This is an optimization exercise on Yosys and OpenROAD, whose aim is small area, a short achievable clock period and few clock cycles, not a production implementation. Function was checked by simulation only, so behaviour that the tests miss may differ from the original. No activity file was given, so power comes from the tool's default toggle rates.

==> flow/design.v (excerpt) <==
module ia_cpu (
    input  wire       clk,
    input  wire       rst,           
    input  wire       load_we,       
    input  wire [7:0] load_addr,     
    input  wire [7:0] load_data,
    output wire [7:0] mem_rdata,     
    input  wire       start,         
    output wire       halted,
    output wire       fault,
    output wire [7:0] acc,
    output wire [7:0] pc,
    output wire [3:0] status,        
    output wire       out_valid,
    output wire [7:0] out_data,
    input  wire       out_ready,
    input  wire       in_valid,
    input  wire [7:0] in_data,
    output wire       in_ready
);
Size in the first run: ~5,300 cells after synthesis, ~2,200 flip-flops, about 70 I/O pins, ~0.092 sq mm of cells after synthesis.
==> flow/config.mk <==
export PLATFORM = sky130hd
export DESIGN_NAME = ia_cpu
export DESIGN_NICKNAME = ia_cpu
export VERILOG_FILES = /design/flow/design.v
export SDC_FILE = /design/flow/constraint.sdc
export NUM_CORES = 4
export LEC_CHECK = 0
export CAP_MARGIN = 20
export CORE_MARGIN = 2
export CORE_UTILIZATION = 65
export PLACE_DENSITY = 0.72
export SETUP_SLACK_MARGIN = 2.0
export SLEW_MARGIN = 20
export SYNTH_HIERARCHICAL = 1
export TNS_END_PERCENT = 5
==> flow/constraint.sdc <==
create_clock -name core_clock -period 8.0 [get_ports {clk}]
set_input_delay 1.6000 -clock core_clock [delete_from_list [all_inputs] [get_ports {clk}]]
set_output_delay 1.6000 -clock core_clock [all_outputs]
set_load 0.01 [all_outputs]
run.sh (not shown) runs the stock make flow with config.mk's settings and CLKGATE_MAP_FILE= SYNTH_SCRIPT=/design/flow/synth_recipe.tcl, a recipe that flattens the netlist after the stock synthesis.
The starting point produced a clean layout.
Testbench counts at the start, summed over its fixed seeds: cycles 42,656.
==> next run, changes <==
==> flow/flow/run.sh (new file) <==
#!/bin/bash
# The standard layout, with the port buffers made from sky130 buf_4 cells
# (which timing repair may then resize) instead of the flow's default pick.
set -euo pipefail
export BUFFER_PORTS_ARGS="-buffer_cell sky130_fd_sc_hd__buf_4"
bash standard.sh synth > synth.log 2>&1
bash standard.sh floorplan > floorplan.log 2>&1
bash standard.sh place > place.log 2>&1
bash standard.sh cts > cts.log 2>&1
bash standard.sh finish > finish.log 2>&1
==> flow/standard.sh (new file) <==
#!/bin/bash
# synth_recipe.tcl (not shown) runs the flow's synth.tcl, then flattens the netlist and writes it again
# the make line also repeats each setting of config.mk as NAME=value (left out here)
make -C /OpenROAD-flow-scripts/flow DESIGN_CONFIG=/design/flow/config.mk WORK_HOME=/design/flow/orfs CLKGATE_MAP_FILE= SYNTH_SCRIPT=/design/flow/synth_recipe.tcl "${@:-finish}"
Settings changed: CORE_UTILIZATION 65 to 70, PLACE_DENSITY 0.72 to 0.75, SETUP_SLACK_MARGIN 2.0 to 3.0.
removed: flow/run.sh
The new run finished but failed the layout checks on max-capacitance violations.
Final cell count shrinks by a few percent.
Power shrinks slightly.
Critical path depth grows by 2.
Maximum frequency shrinks by roughly a tenth.
Count of clock-buffer cells in the layout grows by 1.
==> next run, changes <==
==> flow/run.sh (new file) <==
#!/bin/bash
# synth_recipe.tcl (not shown) runs the flow's synth.tcl, then flattens the netlist and writes it again
# the make line also repeats each setting of config.mk as NAME=value (left out here)
make -C /OpenROAD-flow-scripts/flow DESIGN_CONFIG=/design/flow/config.mk WORK_HOME=/design/flow/orfs CLKGATE_MAP_FILE= SYNTH_SCRIPT=/design/flow/synth_recipe.tcl finish
Settings changed: CORE_UTILIZATION 70 to 55, PLACE_DENSITY 0.75 to 0.65, SETUP_SLACK_MARGIN 3.0 to 2.0.
removed: flow/flow/run.sh
removed: flow/standard.sh
Effect:
- The changed run finished with timing, DRC and antenna clean
- final area rose by 2.5%
- routed wire length is lower by 13%
- synthesized cell count is unchanged
- core utilization decreases by 16 points
- global-route usage drops by 12 points
- worst hold slack degrades by 24 ps
- setup slack gets better by 860 ps
- clock skew came out lower by 16 ps
- combinational power rises by about 4%
- total power climbs by 2.0%
- maximum frequency is higher by 13%


yarrow:
ia_cpu again, from the RTL that the note above started with.
export LEC_CHECK = 0
export CAP_MARGIN = 20
export CORE_MARGIN = 2
export CORE_UTILIZATION = 55
export CTS_CLUSTER_SIZE = 20
export PLACE_DENSITY = 0.65
export SETUP_SLACK_MARGIN = 2.0
export SLEW_MARGIN = 20
export SYNTH_HIERARCHICAL = 1
export TNS_END_PERCENT = 5
create_clock -name core_clock -period 8.0 [get_ports {clk}]
Stock flow here: none of the scripts above is used.
Testbench counts of yarrow, summed over its fixed seeds: cycles 42,656.
What garnet does differently from yarrow at the input level:
==> flow/flow/run.sh (new file) <==
#!/bin/bash
# The standard layout, with the port buffers made from sky130 buf_4 cells
# (which timing repair may then resize) instead of the flow's default pick.
set -euo pipefail
export BUFFER_PORTS_ARGS="-buffer_cell sky130_fd_sc_hd__buf_4"
bash standard.sh synth > synth.log 2>&1
bash standard.sh floorplan > floorplan.log 2>&1
bash standard.sh place > place.log 2>&1
bash standard.sh cts > cts.log 2>&1
bash standard.sh finish > finish.log 2>&1
==> flow/standard.sh (new file) <==
#!/bin/bash
# synth_recipe.tcl (not shown) runs the flow's synth.tcl, then flattens the netlist and writes it again
# the make line also repeats each setting of config.mk as NAME=value (left out here)
make -C /OpenROAD-flow-scripts/flow DESIGN_CONFIG=/design/flow/config.mk WORK_HOME=/design/flow/orfs CLKGATE_MAP_FILE= SYNTH_SCRIPT=/design/flow/synth_recipe.tcl "${@:-finish}"
diff --git a/flow/config.mk b/flow/config.mk
--- a/flow/config.mk
+++ b/flow/config.mk
@@ -10,4 +10,3 @@
-export CORE_UTILIZATION = 55
-export CTS_CLUSTER_SIZE = 20
-export PLACE_DENSITY = 0.65
-export SETUP_SLACK_MARGIN = 2.0
+export CORE_UTILIZATION = 65
+export PLACE_DENSITY = 0.72
+export SETUP_SLACK_MARGIN = 3.0
@@ -16 +15 @@
-export TNS_END_PERCENT = 5
+export TNS_END_PERCENT = 10
removed: flow/run.sh
Findings:
Both conditions hold for garnet: the flow ran to the end and the final layout passed the timing, DRC and antenna checks. Re layout-stage area growth over the synthesis result: yarrow and garnet aren't equal, and the lower value belongs to garnet. In the metrics for yarrow and garnet, the one carrying the higher sequential share of layout area is garnet. NOTE: core utilization in garnet exceeds that of yarrow. Final cell area: garnet below yarrow. Diff yarrow -> garnet: post-route clock skew saw an increase; number of DRC violations after detailed-routing iteration 0 now larger; non-clock buffer count saw a decrease; final critical-path share of the clock period down 1.8 points.

[afterwards: timing with drivers on the ports]
How much do the figures lean on ideal ports? The routed layouts below were timed once more, with nothing changed but the port constraints.
Step 1: set_driving_cell puts a clkbuf_16 on clk and a buf_2 on each other input, an assumption about the parent block.
Step 2 moves the port delays by t, midway between the first and last clock arrival at a register: inputs arrive t later, outputs are due t later. That takes back most of the time a late clock gives input paths.
Slacks: no drivers / after step 1 / after step 2; pairs: no drivers / after step 1.
run	t (ns)	setup WS [ns]	worst setup path after step 2	slew at the worst register clock pin (ns)	worst slew at a driven data input, ns
the first run of note 1	0.915	1.077 / 0.969 / 0.221	input to register	0.08 / 0.08	0.10
the second run of note 1	0.928	0.276 / 0.246 / -0.563	input to register	0.08 / 0.08	0.14
the third run of note 1	0.933	1.139 / 1.088 / 0.317	input to register	0.07 / 0.07	0.05
yarrow	0.933	1.139 / 1.088 / 0.317	input to register	0.07 / 0.07	0.05
garnet	0.909	1.280 / 1.219 / 0.381	input to register	0.07 / 0.07	0.13
The setup slack of garnet, which loses most, moves by -0.061 ns with the drivers and by -0.899 ns with both steps.
